Source: an optimization exercise on an open RTL-to-GDS flow (aim: a short achievable clock period and few clock cycles per item). Production flows keep margins and buffers that such runs may drop.
Function was checked by simulation only, so behaviour that the tests miss may differ from the original.
Power is estimated from default activity; no workload was simulated.

## design/flow/run.sh

```bash
#!/bin/bash
# synth_recipe.tcl (not shown) runs the flow's synth.tcl, then flattens the netlist and writes it again
# the make line also repeats each setting of config.mk as NAME=value (left out here)
make -C /OpenROAD-flow-scripts/flow DESIGN_CONFIG=/design/flow/config.mk WORK_HOME=/design/flow/orfs CLKGATE_MAP_FILE= SYNTH_SCRIPT=/design/flow/synth_recipe.tcl finish
```

## design/flow/config.mk

```make
export PLATFORM = sky130hd
export DESIGN_NAME = gfe
export DESIGN_NICKNAME = gfe
export VERILOG_FILES = /design/flow/design.v
export SDC_FILE = /design/flow/constraint.sdc
export NUM_CORES = 4
export LEC_CHECK = 0
export CAP_MARGIN = 20
export CORE_MARGIN = 2
export CORE_UTILIZATION = 40
export PLACE_DENSITY = 0.6
export SETUP_SLACK_MARGIN = 3.5
export SLEW_MARGIN = 20
```

## design/flow/constraint.sdc

```tcl
create_clock -name core_clock -period 5.5 [get_ports {clk}]
set_input_delay 1.1000 -clock core_clock [delete_from_list [all_inputs] [get_ports {clk}]]
set_output_delay 1.1000 -clock core_clock [all_outputs]
set_load 0.01 [all_outputs]
```

## design/flow/design.v

```verilog
module gfe (
    input  wire        clk,
    input  wire        rst,           
    input  wire        cfg_mode,      
    input  wire [3:0]  cfg_base_col,  
    input  wire        in_valid,
    output wire        in_ready,
    input  wire [7:0]  in_data,
    output wire        out_valid,
    input  wire        out_ready,
    output wire [7:0]  out_data,
    input  wire        stat_rd,
    input  wire [7:0]  stat_addr,
    output reg         stat_rvalid,
    output reg  [31:0] stat_rdata
);
    localparam [2:0] S_LISTEN = 3'd0,
                     S_ACCUM  = 3'd1,
                     S_RENDER = 3'd2,
                     S_ACK    = 3'd3,
                     S_DIAG   = 3'd4,
                     S_FAULT  = 3'd5;
    localparam [3:0] C_EOF_AT_BOUNDARY = 4'd1,
                     C_EOF_MID_FRAME   = 4'd2,
                     C_RX_OVERRUN      = 4'd3,
                     C_NET_READ_ERROR  = 4'd4,
                     C_ACK_WRITE_ERROR = 4'd5,
                     C_DISPLAY_ERROR   = 4'd6,
                     C_PROTOCOL        = 4'd7;
    localparam [7:0] T_NET_ACCEPT   = 8'h10,
                     T_NET_READ     = 8'h11,
                     T_NET_WRITE    = 8'h12,
                     T_DISP_CLEAR   = 8'h20,
                     T_DISP_TEXT    = 8'h21,
                     T_DISP_LOAD    = 8'h22,
                     T_DISP_CURSOR  = 8'h23,
                     T_DISP_CHAR    = 8'h24;
    localparam [7:0] T_NET_ACCEPTED = 8'h18,
                     T_NET_DATA     = 8'h19,
                     T_NET_READ_ERR = 8'h1A,
                     T_NET_WR_DONE  = 8'h1B,
                     T_NET_WR_ERR   = 8'h1C,
                     T_DISP_OK      = 8'h28,
                     T_DISP_ERR     = 8'h29;
    localparam [7:0] ACK_CHAR = 8'h41;
    localparam [127:0] DIAG_TEXT = "DISPLAY I/O FAIL";
    reg  [2:0]  state;
    reg  [4:0]  step;
    reg  [1:0]  dstep;
    reg  [5:0]  offset;
    reg         fault;
    reg  [3:0]  cause;
    reg  [31:0] frames;
    reg  [7:0]  rxbuf [0:39];
    reg         mode;
    reg  [3:0]  base_col;
    reg  [5:0]  need;           
    wire st_listen = (state == S_LISTEN);
    wire st_accum  = (state == S_ACCUM);
    wire st_render = (state == S_RENDER);
    wire st_ack    = (state == S_ACK);
    wire st_diag   = (state == S_DIAG);
    reg         ph_tag, ph_len, ph_data;    
    reg  [7:0]  dec_left;       
    reg         dec_last;       
    reg  [7:0]  dec_len;        
    reg         dec_keep;       
    reg         f_q;
    reg  [7:0]  in_q;
    reg         tag_q, len_q, data_q, last_q;
    reg  [7:0]  oa;             
    reg         ov;             
    reg  [7:0]  sb [0:16];      
    reg  [16:0] sv;             
    reg         load_q;         
    reg         rdy;            
    reg  [5:0]  wr_ptr;         
    genvar g;
    integer n, i;
    function [63:0] transpose;
        input [39:0] cm;    
        integer r, c;
        begin
            transpose = 64'd0;
            for (r = 0; r < 8; r = r + 1)
                for (c = 0; c < 5; c = c + 1)
                    transpose[8*r + (4 - c)] = cm[8*c + (7 - r)];
        end
    endfunction
    wire [39:0] glyph [0:7];
    generate
        for (g = 0; g < 8; g = g + 1) begin : g_glyph
            assign glyph[g] = {rxbuf[5*g + 4], rxbuf[5*g + 3], rxbuf[5*g + 2],
                               rxbuf[5*g + 1], rxbuf[5*g + 0]};
        end
    endgenerate
    wire [2:0]  tp_glyph = st_render ? step[2:0] + 3'd1 : 3'd0;
    reg  [63:0] tnext;
    always @(posedge clk) tnext <= transpose(glyph[tp_glyph]);
    wire       dec_fill = (dec_len == {2'b00, need});    
    wire [5:0] need_after = need - dec_len[5:0];
    wire [4:0] nstep   = step + 5'd1;
    wire [3:0] cell_k  = nstep[4:1] - 4'd4;              
    wire [3:0] cur_col = base_col + {2'b00, cell_k[1:0]};
    reg [7:0] ok_tag;
    always @(*) begin
        case (state)
            S_LISTEN: ok_tag = T_NET_READ;
            S_ACCUM:  ok_tag = dec_fill ? T_DISP_LOAD : T_NET_READ;
            S_RENDER:
                if (step == 5'd23)     ok_tag = mode ? T_NET_WRITE : T_NET_READ;
                else if (step < 5'd7)  ok_tag = T_DISP_LOAD;
                else if (step[0])      ok_tag = T_DISP_CURSOR;
                else                   ok_tag = T_DISP_CHAR;
            S_ACK:    ok_tag = T_NET_READ;
            default:  ok_tag = (dstep == 2'd0) ? T_DISP_CURSOR : T_DISP_TEXT;
        endcase
    end
    reg [7:0]  nt [0:16];
    reg [16:0] nm;
    always @(*) begin
        for (n = 0; n < 17; n = n + 1) nt[n] = 8'h00;
        nm = 17'd0;
        case (state)
            S_LISTEN, S_ACK: begin
                nt[0] = 8'd40;
                nm    = 17'h00001;
            end
            S_ACCUM:
                if (dec_fill) begin
                    nt[0] = 8'd0;
                    for (n = 0; n < 8; n = n + 1) nt[n + 1] = tnext[8*n +: 8];
                    nm = 17'h001ff;
                end else begin
                    nt[0] = {2'b00, need_after};
                    nm    = 17'h00001;
                end
            S_RENDER:
                if (step == 5'd23) begin
                    nt[0] = mode ? ACK_CHAR : 8'd40;
                    nm    = 17'h00001;
                end else if (step < 5'd7) begin
                    nt[0] = {3'b000, nstep};
                    for (n = 0; n < 8; n = n + 1) nt[n + 1] = tnext[8*n +: 8];
                    nm = 17'h001ff;
                end else if (step[0]) begin
                    nt[0] = {4'd0, cur_col};
                    nt[1] = {7'd0, cell_k[2]};
                    nm    = 17'h00003;
                end else begin
                    nt[0] = {5'd0, cell_k[2:0]};
                    nm    = 17'h00001;
                end
            S_DIAG:
                if (dstep == 2'd0) begin
                    nm = 17'h00003;
                end else begin
                    nt[0] = 8'd16;
                    for (n = 0; n < 16; n = n + 1) nt[n + 1] = DIAG_TEXT[8*(15 - n) +: 8];
                    nm = 17'h1ffff;
                end
            default: ;
        endcase
    end
    assign out_valid = ov;
    assign out_data  = oa;
    assign in_ready  = rdy;
    wire out_fire = ov && out_ready;
    wire in_fire  = in_valid && rdy;
    wire i18 = (in_data == T_NET_ACCEPTED);
    wire i19 = (in_data == T_NET_DATA);
    wire i1b = (in_data == T_NET_WR_DONE);
    wire i28 = (in_data == T_DISP_OK);
    wire i29 = (in_data == T_DISP_ERR);
    wire i00 = (in_data == 8'd0);
    wire e_ok  = in_fire && ((ph_tag && ((i18 && st_listen) ||
                                         (i28 && (st_render || (st_diag && dstep != 2'd2))) ||
                                         (i1b && st_ack))) ||
                             (ph_data && dec_last && dec_keep));
    wire e_err = in_fire && ph_tag && i29 && st_render;
    wire e_end = in_fire && ((ph_tag && !i19) || (ph_len && i00) || (ph_data && dec_last));
    wire [7:0]  sx [0:16];
    wire [16:0] svx = load_q ? nm : sv;
    generate
        for (g = 0; g < 17; g = g + 1) begin : g_sx
            assign sx[g] = load_q ? nt[g] : sb[g];
        end
    endgenerate
    reg        rd_q;
    reg  [7:0] addr_q;
    reg        rd_qq;
    reg  [1:0] sel_qq;      
    wire [31:0] status_word = {9'd0, dstep, step, 2'b00, offset, cause, fault, state};
    wire [31:0] config_word = {24'd0, base_col, 3'b000, mode};
    always @(posedge clk) begin
        if (rst) begin
            rd_q        <= 1'b0;
            rd_qq       <= 1'b0;
            stat_rvalid <= 1'b0;
        end else begin
            rd_q        <= stat_rd;
            rd_qq       <= rd_q;
            stat_rvalid <= rd_qq;
        end
        addr_q <= stat_addr;
        if (addr_q[7:2] != 6'd0)      sel_qq <= 2'd3;
        else if (addr_q[1:0] == 2'd0) sel_qq <= 2'd0;
        else if (addr_q[1:0] == 2'd1) sel_qq <= 2'd1;
        else if (addr_q[1:0] == 2'd2) sel_qq <= 2'd2;
        else                          sel_qq <= 2'd3;
        case (sel_qq)
            2'd0:    stat_rdata <= status_word;
            2'd1:    stat_rdata <= frames;
            2'd2:    stat_rdata <= config_word;
            default: stat_rdata <= 32'd0;
        endcase
    end
    always @(posedge clk) begin
        in_q <= in_data;
        if (rst) begin
            oa       <= T_NET_ACCEPT;
            ov       <= 1'b1;
            sv       <= 17'd0;
            load_q   <= 1'b0;
            rdy      <= 1'b0;
            ph_tag   <= 1'b1;
            ph_len   <= 1'b0;
            ph_data  <= 1'b0;
            dec_left <= 8'd0;
            dec_last <= 1'b0;
            dec_len  <= 8'd0;
            f_q      <= 1'b0;
            tag_q    <= 1'b0;
            len_q    <= 1'b0;
            data_q   <= 1'b0;
            last_q   <= 1'b0;
        end else begin
            f_q    <= in_fire;
            tag_q  <= in_fire && ph_tag;
            len_q  <= in_fire && ph_len;
            data_q <= in_fire && ph_data;
            last_q <= dec_last;
            load_q <= e_ok;
            if (in_fire) begin
                if (ph_tag && i19) begin
                    ph_tag <= 1'b0;
                    ph_len <= 1'b1;
                end
                if (ph_len) begin
                    dec_len  <= in_data;
                    dec_left <= in_data;
                    dec_last <= (in_data == 8'd1);
                    ph_len   <= 1'b0;
                    if (i00) ph_tag  <= 1'b1;
                    else     ph_data <= 1'b1;
                end
                if (ph_data) begin
                    dec_left <= dec_left - 8'd1;
                    dec_last <= (dec_left == 8'd2);
                    if (dec_last) begin
                        ph_data <= 1'b0;
                        ph_tag  <= 1'b1;
                    end
                end
            end
            if (e_ok) begin
                oa <= ok_tag;
                ov <= 1'b1;
            end else if (e_err) begin
                oa <= T_DISP_CLEAR;
                ov <= 1'b1;
            end else if (out_fire) begin
                oa <= sx[0];
                ov <= svx[0];
            end
            if (out_fire) begin
                for (i = 0; i < 16; i = i + 1) begin
                    sb[i] <= sx[i + 1];
                    sv[i] <= svx[i + 1];
                end
                sv[16] <= 1'b0;
            end else begin
                for (i = 0; i < 17; i = i + 1)
                    sb[i] <= sx[i];
                sv <= svx;
            end
            rdy <= !e_end && (!ov || (out_ready && !svx[0]));
        end
    end
    always @(posedge clk) begin
        if (rst) begin
            state    <= S_LISTEN;
            step     <= 5'd0;
            dstep    <= 2'd0;
            offset   <= 6'd0;
            need     <= 6'd40;
            fault    <= 1'b0;
            cause    <= 4'd0;
            frames   <= 32'd0;
            mode     <= cfg_mode;
            base_col <= cfg_base_col;
            dec_keep <= 1'b0;
            wr_ptr   <= 6'd0;
        end else begin
            if (tag_q) begin
                if (in_q == T_NET_DATA) begin
                end else if (fault) begin
                    if (state == S_DIAG && in_q == T_DISP_OK) begin
                        dstep <= dstep + 2'd1;
                        if (dstep == 2'd2) state <= S_FAULT;
                    end else if (state == S_DIAG && in_q == T_DISP_ERR) begin
                        state <= S_FAULT;
                    end
                end else begin
                    case (state)
                        S_LISTEN:
                            if (in_q == T_NET_ACCEPTED) begin
                                state  <= S_ACCUM;
                                offset <= 6'd0;
                                need   <= 6'd40;
                                step   <= 5'd0;
                            end else begin
                                fault <= 1'b1; cause <= C_PROTOCOL; state <= S_FAULT;
                            end
                        S_ACCUM:
                            if (in_q == T_NET_READ_ERR) begin
                                fault <= 1'b1; cause <= C_NET_READ_ERROR; state <= S_FAULT;
                            end else begin
                                fault <= 1'b1; cause <= C_PROTOCOL; state <= S_FAULT;
                            end
                        S_RENDER:
                            if (in_q == T_DISP_OK) begin
                                if (step == 5'd23) begin
                                    frames <= frames + 32'd1;
                                    step   <= 5'd0;
                                    if (mode) begin
                                        state <= S_ACK;
                                    end else begin
                                        state  <= S_ACCUM;
                                        offset <= 6'd0;
                                        need   <= 6'd40;
                                    end
                                end else begin
                                    step <= nstep;
                                end
                            end else if (in_q == T_DISP_ERR) begin
                                fault <= 1'b1;
                                cause <= C_DISPLAY_ERROR;
                                state <= S_DIAG;
                                dstep <= 2'd0;
                            end else begin
                                fault <= 1'b1; cause <= C_PROTOCOL; state <= S_FAULT;
                            end
                        S_ACK:
                            if (in_q == T_NET_WR_DONE) begin
                                state  <= S_ACCUM;
                                offset <= 6'd0;
                                need   <= 6'd40;
                                step   <= 5'd0;
                            end else if (in_q == T_NET_WR_ERR) begin
                                fault <= 1'b1; cause <= C_ACK_WRITE_ERROR; state <= S_FAULT;
                            end else begin
                                fault <= 1'b1; cause <= C_PROTOCOL; state <= S_FAULT;
                            end
                        default: ;
                    endcase
                end
            end
            if (len_q) begin
                wr_ptr <= offset;
                if (!fault) begin
                    if (state != S_ACCUM) begin
                        fault <= 1'b1; cause <= C_PROTOCOL; state <= S_FAULT;
                    end else if (in_q == 8'd0) begin
                        fault <= 1'b1;
                        cause <= (offset == 6'd0) ? C_EOF_AT_BOUNDARY : C_EOF_MID_FRAME;
                        state <= S_FAULT;
                    end else if (in_q > {2'b00, need}) begin
                        fault    <= 1'b1; cause <= C_RX_OVERRUN; state <= S_FAULT;
                        dec_keep <= 1'b0;
                    end
                end
            end
            if (data_q && dec_keep) begin
                rxbuf[wr_ptr] <= in_q;
                wr_ptr <= wr_ptr + 6'd1;
                if (last_q) begin
                    if (dec_fill) begin
                        offset <= 6'd40;
                        need   <= 6'd0;
                        state  <= S_RENDER;
                        step   <= 5'd0;
                    end else begin
                        offset <= offset + dec_len[5:0];
                        need   <= need_after;
                    end
                end
            end
            if (in_fire && ph_len)
                dec_keep <= st_accum && (in_data != 8'd0);
        end
    end
endmodule
```

==> results of run 1 <==
-- final timing paths --
kind,from,end,slack [ns]
max,step[0]$_SDFF_PP0_,sb[0][3]$_DFFE_PN_,3.12
min,addr_q[1]$_DFF_P_,sel_qq[1]$_SDFF_PP1_,0.41
max reg2reg,step[0]$_SDFF_PP0_,sb[0][3]$_DFFE_PN_,3.12
min reg2reg,addr_q[1]$_DFF_P_,sel_qq[1]$_SDFF_PP1_,0.41
-- metrics by stage --
| stage | instances | hold WS (ns) | power (mW) | cell area [µm²] | util, % |
|---|---|---|---|---|---|
| finish | 3700 | 0.414 | 11.0 | 38800 | 56.4 |
| global route | 3699 | 0.438 | 11.3 | 38800 | 56.4 |
| CTS | 3607 | 0.429 | 11.0 | 36900 | 53.6 |
| detailed placement | 3241 | 0.406 | 6.15 | 30000 | 43.6 |
| global placement | 3240 | 0.400 | 6.13 | 30000 | 43.6 |
| floorplan | 2369 | 0.392 | 6.02 | 28900 | - |
-- logic make-up after synthesis --
logic type / Yosys count
buffers and inverters: 192
muxes: 99
adders and majority gates: 28
xor gates and xnor gates: 34
DFF: 672
AOI/OAI and AO/OA: 547
and+or+nand+nor: 797
-- cell usage in the layout, fill, tap and decap left out, drive strengths merged, types with 11 or more instances in the layout --
cell | Yosys | layout
or3 | 23 | 23
xnor2 | 30 | 30
nor2 | 180 | 181
o21ai | 94 | 94
a22o | 17 | 17
dfxtp | 211 | 211
clkdlybuf4s50 | 0 | 14
ha | 25 | 25
edfxtp | 461 | 461
inv | 40 | 43
and2 | 21 | 23
mux2i | 90 | 90
buf | 45 | 378
nand2 | 313 | 314
nor2b | 27 | 27
a21oi | 178 | 178
a221oi | 16 | 16
a32oi | 19 | 19
nand3 | 85 | 85
clkbuf | 106 | 106
nor4 | 24 | 24
a21o | 11 | 11
clkinv | 1 | 31
nor3 | 40 | 41
a211oi | 14 | 14
a31oi | 45 | 45
a22oi | 72 | 72
a222oi | 19 | 19
and3 | 16 | 17
-- flip-flops by register name, indices dropped and copies added, names as in the netlist, 2 cells and up --
signal	cells
sv	17
frames	32
stat_rdata	32
base_col	4
oa	8
rxbuf	320
dec_left	8
dec_len	8
addr_q	8
in_q	8
sb	136
step	5
offset	6
wr_ptr	6
need	6
cause	4
tnext	40
state	3
dstep	2
sel_qq	2
-- layer usage --
metal  global-route usage (%)  vias up  share of wire (%)
met2                     40.0     1213                 46
met3                     5.10      336                9.4
met4                     10.7        0                5.6
li1                         -     9578                  -
met5                        0        -                  0
met1                     32.4    11000                 38
-- worst register-to-register path: stages (launching register included) --
cell      delay [ns]
dfxtp_4         0.36
ha_4            0.18
xor2_4          0.15
buf_12          0.15
buf_16          0.13
ha_4            0.26
a21oi_2         0.05
or3_4           0.34
a21oi_4         0.24
o221ai_2        0.18
a22oi_1         0.19
-- where the power goes --
part           internal, mW  switching [mW]
Combinational         0.250           0.355
Sequential             5.53          0.0826
Clock                  2.73            2.05
-- final cells by class --
class / count / area [µm²]
antenna: 1 / 2.50
clock buffer: 98 / 2020
clock inverter: 35 / 264
fill: 5279 / 30000
inverter: 41 / 204
multi-input combinational: 1511 / 11900
sequential: 672 / 18200
tap: 931 / 1160
timing repair buffer: 409 / 5020
timing repair inverter: 2 / 25.0
-- what timing repair did --
item / in CTS / in global routing
buffers inserted: 206 / 88
hold buffers: 0 / 0
pin swaps: 179 / 125
setup endpoints to repair: 647 / 456
cloned: 27 / 4
resized for setup: 713 / 212
==> impl_metrics.json, run 1 <==
{
  "status": "finished clean",
  "ant_nets": 0,
  "grt_pass1_vias": 20800,
  "yosys.area_share.simple_pct": 13.7,
  "maxSlewViolCount": 0,
  "cp_max_fo": 3,
  "critical-path-max-stage-delay_ns": 0.36,
  "post-route-period-util_pct": 43.2,
  "worstPathRequired_ns": 5.96,
  "setup_ws_ns": 3.12,
  "drt_wl_total_um": 95000,
  "yosys_warnings": 3,
  "period_needed_ns": 2.38,
  "synth_top_area_share_pct": 49.6,
  "worst_pin_slew_ns": 0.832,
  "cts_tree": "yes",
  "drc_errors": 0,
  "synthArstFlopShare_pct": 0,
  "synth_cells": 2369,
  "synth_compound_gate_area_share_pct": 12.7,
  "cp.arrival_ns": 2.84,
  "io_pins": 69,
  "cp_cell_sequence": "ha_4 > xor2_4 > buf_12 > buf_16 > ha_4 > a21oi_2 > or3_4 > a21oi_4 > o221ai_2 > a22oi_1",
  "fp.dieW_um": 268,
  "yosys_most_used_dff": "edfxtp_1",
  "vias": 22100,
  "ys_ff_latch": 672,
  "synthMuxAreaShare_pct": 3.63,
  "r2r_cells": 10,
  "slew_headroom_pct": 44.4,
  "yosysMostFrequentCell": "edfxtp_1",
  "clock-sinks": 672,
  "rsz0062_at_grt": "true",
  "dp_hpwl_um": 46100,
  "yosysTopAreaCell": "edfxtp_1",
  "antenna_found_initial": 4,
  "crit_family": "compound AO/OA/AOI/OAI gates",
  "yosys.area_share.xor_xnor_pct": 1.07,
  "overflow": 0,
  "routedWlPerCell_um": 25.7,
  "dp_slack_ns": 1.74,
  "hold_depth": 1,
  "p_per_area_nw_per_um2": 284,
  "via_per_inst": 5.98,
  "numCtsBuffers": 72,
  "startpoint_type": "register",
  "crit_cells": 10,
  "maxCapViolCount": 0,
  "min_path_type": "register to register",
  "max_freq_ghz": 0.421,
  "grtUsageTotal_pct": 24.8,
  "syn_area_um2": 27900,
  "initial_core_util_pct": 40.6,
  "synthTopCellsByCount": "edfxtp_1, nand2_1, dfxtp_1, nor2_1, a21oi_1",
  "clk_pin_slew_worst_paths_ns": 0.06,
  "synth_area_leaders": "edfxtp_1, dfxtp_1, nand2_1",
  "critical_path_class": "register to register",
  "synth_edf_count": 461,
  "grt_max_degree": 93,
  "gp_congestion": 0.878,
  "rows": 96,
  "grt_pass1_wl_um": 134000,
  "slowest_stage": "dfxtp_4",
  "ys_seq_area_share_pct": 64.7,
  "setup-tns-final_ns": 0,
  "cellLeakagePower_nw": 13.9,
  "die-area_um2": 71900,
  "cts-htree-levels": 3,
  "final-setup-viol-count": 0,
  "ys_types": 89,
  "worst-path-buf-inv": 2,
  "ir_worst_vdd_mv": 0.182,
  "cts_buffer_depth": 3,
  "syn_nets": 2423,
  "synth_top_family_by_area": "simple AND/OR/NAND/NOR gates",
  "root_buffer": "clkbuf_16",
  "synth_fa_ha_area_share_pct": 1.34,
  "portBuffers": 68,
  "area_growth_syn_to_layout_pct": 39.0,
  "core_um2": 68800,
  "insertion_delay_ns": 0.62,
  "layout.nets": 2763,
  "die_h_um": 268,
  "finClkSkew_ns": 0.0289,
  "crit_path_end_kind": "register",
  "drive_gt1_share_pct": 36.2,
  "crit_top_cell": "ha_4",
  "hold_viol": 0,
  "firstDrtPassIters": 8,
  "syn_area_per_cell_um2": 11.8,
  "drt_iter0_drc": 2390
}
Testbench counts, summed over its fixed seeds: cycles 88,757, frames 384.
==> inputs of run 2 (changes only) <==
--- a/design/flow/design.v
+++ b/design/flow/design.v
@@ -52,3 +52,2 @@
     reg  [3:0]  cause;
-    reg  [31:0] frames;
     reg  [7:0]  rxbuf [0:39];
@@ -62,2 +61,3 @@
     wire st_diag   = (state == S_DIAG);
+    wire [31:0] frames = {frames_hi, frames_lo};
     reg         ph_tag, ph_len, ph_data;    
@@ -77,2 +77,5 @@
     reg  [5:0]  wr_ptr;         
+    reg         rst_q;          
+    reg  [15:0] frames_lo, frames_hi;
+    reg         frames_cy;      
     genvar g;
@@ -97,4 +100,14 @@
     wire [2:0]  tp_glyph = st_render ? step[2:0] + 3'd1 : 3'd0;
+    reg  [7:0]  gsel;
+    reg  [39:0] gmux;
     reg  [63:0] tnext;
-    always @(posedge clk) tnext <= transpose(glyph[tp_glyph]);
+    always @(*) begin
+        gmux = 40'd0;
+        for (n = 0; n < 8; n = n + 1)
+            if (gsel[n]) gmux = gmux | glyph[n];
+    end
+    always @(posedge clk) begin
+        for (n = 0; n < 8; n = n + 1) gsel[n] <= (tp_glyph == n);
+        tnext <= transpose(gmux);
+    end
     wire       dec_fill = (dec_len == {2'b00, need});    
@@ -164,2 +177,8 @@
     end
+    reg [7:0]  nt_q [0:16];
+    reg [16:0] nm_q;
+    always @(posedge clk) begin
+        for (n = 0; n < 17; n = n + 1) nt_q[n] <= nt[n];
+        nm_q <= nm;
+    end
     assign out_valid = ov;
@@ -175,4 +194,5 @@
     wire i00 = (in_data == 8'd0);
+    wire st_diag_go = st_diag && (dstep != 2'd2);
     wire e_ok  = in_fire && ((ph_tag && ((i18 && st_listen) ||
-                                         (i28 && (st_render || (st_diag && dstep != 2'd2))) ||
+                                         (i28 && (st_render || st_diag_go)) ||
                                          (i1b && st_ack))) ||
@@ -182,6 +202,6 @@
     wire [7:0]  sx [0:16];
-    wire [16:0] svx = load_q ? nm : sv;
+    wire [16:0] svx = load_q ? nm_q : sv;
     generate
         for (g = 0; g < 17; g = g + 1) begin : g_sx
-            assign sx[g] = load_q ? nt[g] : sb[g];
+            assign sx[g] = load_q ? nt_q[g] : sb[g];
         end
@@ -218,3 +238,8 @@
     always @(posedge clk) begin
-        in_q <= in_data;
+        in_q  <= in_data;
+        rst_q <= rst;
+        if (rst) begin
+            mode     <= cfg_mode;
+            base_col <= cfg_base_col;
+        end
         if (rst) begin
@@ -230,3 +255,2 @@
             dec_last <= 1'b0;
-            dec_len  <= 8'd0;
             f_q      <= 1'b0;
@@ -249,3 +273,2 @@
                 if (ph_len) begin
-                    dec_len  <= in_data;
                     dec_left <= in_data;
@@ -265,11 +288,10 @@
             end
-            if (e_ok) begin
-                oa <= ok_tag;
-                ov <= 1'b1;
-            end else if (e_err) begin
-                oa <= T_DISP_CLEAR;
-                ov <= 1'b1;
-            end else if (out_fire) begin
-                oa <= sx[0];
-                ov <= svx[0];
+            if (ov) begin
+                if (out_ready) begin
+                    oa <= sx[0];
+                    ov <= svx[0];
+                end
+            end else begin
+                oa <= (st_render && in_data[0]) ? T_DISP_CLEAR : ok_tag;
+                ov <= e_ok || e_err;
             end
@@ -288,18 +310,21 @@
         end
+        if (in_fire && ph_len) dec_len <= in_data;
     end
     always @(posedge clk) begin
-        if (rst) begin
-            state    <= S_LISTEN;
-            step     <= 5'd0;
-            dstep    <= 2'd0;
-            offset   <= 6'd0;
-            need     <= 6'd40;
-            fault    <= 1'b0;
-            cause    <= 4'd0;
-            frames   <= 32'd0;
-            mode     <= cfg_mode;
-            base_col <= cfg_base_col;
-            dec_keep <= 1'b0;
-            wr_ptr   <= 6'd0;
+        if (rst_q) begin
+            state     <= S_LISTEN;
+            step      <= 5'd0;
+            dstep     <= 2'd0;
+            offset    <= 6'd0;
+            need      <= 6'd40;
+            fault     <= 1'b0;
+            cause     <= 4'd0;
+            frames_lo <= 16'd0;
+            frames_hi <= 16'd0;
+            frames_cy <= 1'b0;
+            dec_keep  <= 1'b0;
+            wr_ptr    <= 6'd0;
         end else begin
+            frames_cy <= 1'b0;
+            if (frames_cy) frames_hi <= frames_hi + 16'd1;
             if (tag_q) begin
@@ -333,4 +358,5 @@
                                 if (step == 5'd23) begin
-                                    frames <= frames + 32'd1;
-                                    step   <= 5'd0;
+                                    frames_lo <= frames_lo + 16'd1;
+                                    frames_cy <= (frames_lo == 16'hffff);
+                                    step      <= 5'd0;
                                     if (mode) begin
==> run 2 against run 1 <==
Effect of this change: largest cell class unchanged; first-iteration DRC count is 21% lower; still clean; sequential share of layout area grew 6.7 points; non-clock buffer count is 158 lower; sequential cell count up 63; final area is 6.3% lower; global-route usage decreased by 3.7 points; register-to-register slack improved by 0.11 ns.
==> impl_metrics.json, run 2 <==
{
  "status": "finished clean",
  "slowest_stage": "or4b_4",
  "synth_area_leaders": "edfxtp_1, dfxtp_1, a22oi_1",
  "ys_ff_latch": 735,
  "yosys_most_used_dff": "edfxtp_1",
  "dp_hpwl_um": 43300,
  "grt_pass1_wl_um": 119000,
  "min_path_type": "register to register",
  "clk_pin_slew_worst_paths_ns": 0.06,
  "die_h_um": 272,
  "fin_area_um2": 36400,
  "critical-path-max-stage-delay_ns": 0.53,
  "synth_edf_count": 469,
  "dp_cells": 3130,
  "synth_top_area_share_pct": 48.9,
  "slew_headroom_pct": 35.1,
  "drive_gt1_share_pct": 27.7,
  "ys_types": 88,
  "rsz0062_at_grt": "true",
  "reg_top3": "rxbuf x320, sb x136, nt_q x49",
  "vias": 19600,
  "antenna_found_initial": 5,
  "period_needed_ns": 2.26,
  "cts-htree-levels": 3,
  "numCtsBuffers": 76,
  "layout_common_cells": "edfxtp_1, dfxtp_1, nand2_1",
  "syn_area_um2": 28800,
  "clock-sinks": 735,
  "critical_path_class": "register to register",
  "cellLeakagePower_nw": 12.6,
  "worst_pin_slew_ns": 0.970,
  "drt_iter0_drc": 1879,
  "area_growth_syn_to_layout_pct": 26.3,
  "antenna_cells": 0,
  "gp_congestion": 0.846,
  "startpoint_type": "register",
  "syn_nets": 2270,
  "fin_cells": 3434,
  "die-area_um2": 74100,
  "hold_viol": 0,
  "layout.nets": 2476,
  "maxSlewViolCount": 0,
  "maxCapViolCount": 0,
  "setup-tns-final_ns": 0,
  "place_area_um2": 30700,
  "fp.dieW_um": 272,
  "largest_register_ffs": 320,
  "layout_commonest_cell": "edfxtp_1",
  "hold_buffers": 0,
  "cts_buffer_depth": 3,
  "cts_tree": "yes",
  "yosysMostFrequentCell": "edfxtp_1",
  "crit_path_end_kind": "register",
  "firstDrtPassIters": 5,
  "via_per_inst": 5.72,
  "yosysTopAreaCell": "edfxtp_1",
  "cp_cell_sequence": "ha_4 > nand4_1 > or4b_4 > nor2_4 > nand2_4 > a21oi_4 > buf_6 > and2_1",
  "root_buffer": "clkbuf_16",
  "ir_worst_vdd_mv": 0.202,
  "power.total_mw": 11.8,
  "top_register": "rxbuf",
  "yosys_warnings": 4,
  "ys_seq_area_share_pct": 67.4,
  "post-route-period-util_pct": 41.1,
  "p_per_area_nw_per_um2": 325,
  "max_freq_ghz": 0.442,
  "synthArstFlopShare_pct": 0,
  "overflow": 0,
  "final-setup-viol-count": 0,
  "routedWlPerCell_um": 23.3,
  "grt_pass1_vias": 19300,
  "worstPathRequired_ns": 6.05,
  "ant_nets": 0,
  "rows": 98,
  "syn_area_per_cell_um2": 13.0,
  "cp_max_fo": 8,
  "finClkSkew_ns": 0.0195,
  "drc_errors": 0,
  "grtUsageTotal_pct": 21.1,
  "synth_cells": 2215,
  "initial_core_util_pct": 40.3,
  "portBuffers": 68,
  "core_um2": 71400,
  "grt_max_degree": 66,
  "cp.arrival_ns": 2.81,
  "synthTopCellsByCount": "edfxtp_1, dfxtp_1, nand2_1, nor2_1, a22oi_1",
  "drt_wl_total_um": 80100,
  "insertion_delay_ns": 0.62,
  "io_pins": 69
}
-- run 2: per-stage QoR --
step,hold slack (ns),util (%),setup slack (ns)
after floorplan,0.392,-,2.95
after global placement,0.398,43.0,1.82
after detailed placement,0.397,43.0,1.78
after CTS,0.408,49.3,3.29
after global routing,0.437,50.9,3.17
final,0.407,50.9,3.24
-- run 2: what timing repair did --
item	4_1_cts	5_1_grt
resized for setup	462	125
buffers inserted	112	44
pin swaps	57	69
cloned	6	1
setup endpoints to repair	776	440
-- run 2: power by group --
group          switching [mW]  internal, mW  total (mW)
Combinational           0.301         0.239       0.540
Clock                    2.12          3.07        5.20
Sequential             0.0881          6.01        6.10
Total                    2.51          9.32        11.8
-- run 2: area by class of cell --
cell class                      count  area, µm²
Clock buffer                      105       2140
Clock inverter                     36        390
Fill cell                        5949      35000
Inverter                           34        148
Multi-Input combinational cell   1322      10100
Sequential cell                   735      19500
Tap cell                          950       1190
Timing Repair Buffer              251       2820
Timing Repair inverter              1       8.76
-- run 2: routing by layer --
| layer | share of wire, % | track usage (%) | up-vias |
|---|---|---|---|
| met2 | 47 | 33.9 | 803 |
| met3 | 7.4 | 3.84 | 183 |
| met4 | 3.3 | 7.92 | 0 |
| met1 | 42 | 28.4 | 9884 |
| met5 | 0 | 0 | - |
| li1 | - | - | 8772 |
-- run 2: worst paths after layout --
kind / from / endpoint / slack, ns / depth (start not counted)
setup / recovery: dec_len[0]$_DFFE_PP_ / nt_q[1][3]$_DFF_P_ / 3.24 / 8
hold reg to reg: addr_q[0]$_DFF_P_ / sel_qq[0]$_SDFF_PP1_ / 0.41 / 1
hold / removal: addr_q[0]$_DFF_P_ / sel_qq[0]$_SDFF_PP1_ / 0.41 / 1
setup reg to reg: dec_len[0]$_DFFE_PP_ / nt_q[1][3]$_DFF_P_ / 3.24 / 8
-- run 2: worst max-delay path: cells and delay by family (launching register included) --
| family | cells | cell delay, ns |
|---|---|---|
| AOI/OAI and AO/OA | 1 | 0.21 |
| buffers and inverters | 1 | 0.16 |
| and+or+nand+nor | 5 | 1.04 |
| adders and majority gates | 1 | 0.32 |
| DFF | 1 | 0.48 |
-- run 2: cell families (layout without fill, tap and decap cells) --
group | Yosys count | after routing | share of synthesized area (%)
adder cells (fa/ha/maj) | 29 | 29 | 1.34
XOR/XNOR | 41 | 41 | 1.25
AND/OR/NAND/NOR | 675 | 678 | 11.3
flip-flops | 735 | 735 | 67.4
AO/OA/AOI/OAI | 465 | 466 | 10.8
buffers and inverters | 162 | 427 | 2.20
multiplexers | 108 | 108 | 5.68
Testbench counts of run 2, summed over its fixed seeds: cycles 88,757, frames 384.

-- separate check: timing with driven ports --
No port has a modelled driver above. Below, the same layouts with a new extraction and two added sets of constraints. Step 1: set_driving_cell puts a clkbuf_16 on clk and a buf_2 on each other input, an assumption about the parent block. Step 2 moves the port delays by t, midway between the first and last clock arrival at a register: inputs arrive t later, outputs are due t later. That takes back most of the time a late clock gives input paths. Three values: ideal ports, drivers, drivers and shift; two values: the first two.
| run | shift t [ns] | setup slack, ns | worst setup path after step 2 | latest minus earliest clock arrival (ns) |
|---|---|---|---|---|
| run 1 | 0.665 | 3.122 / 3.122 / 2.681 | input to register | 0.030 / 0.030 |
| run 2 | 0.671 | 3.237 / 3.237 / 2.692 | input to register | 0.020 / 0.021 |
After both steps setup and hold are still met in every run listed. The setup slack of run 2, which loses most, moves by 0.000 ns with the drivers and by -0.545 ns with both steps.
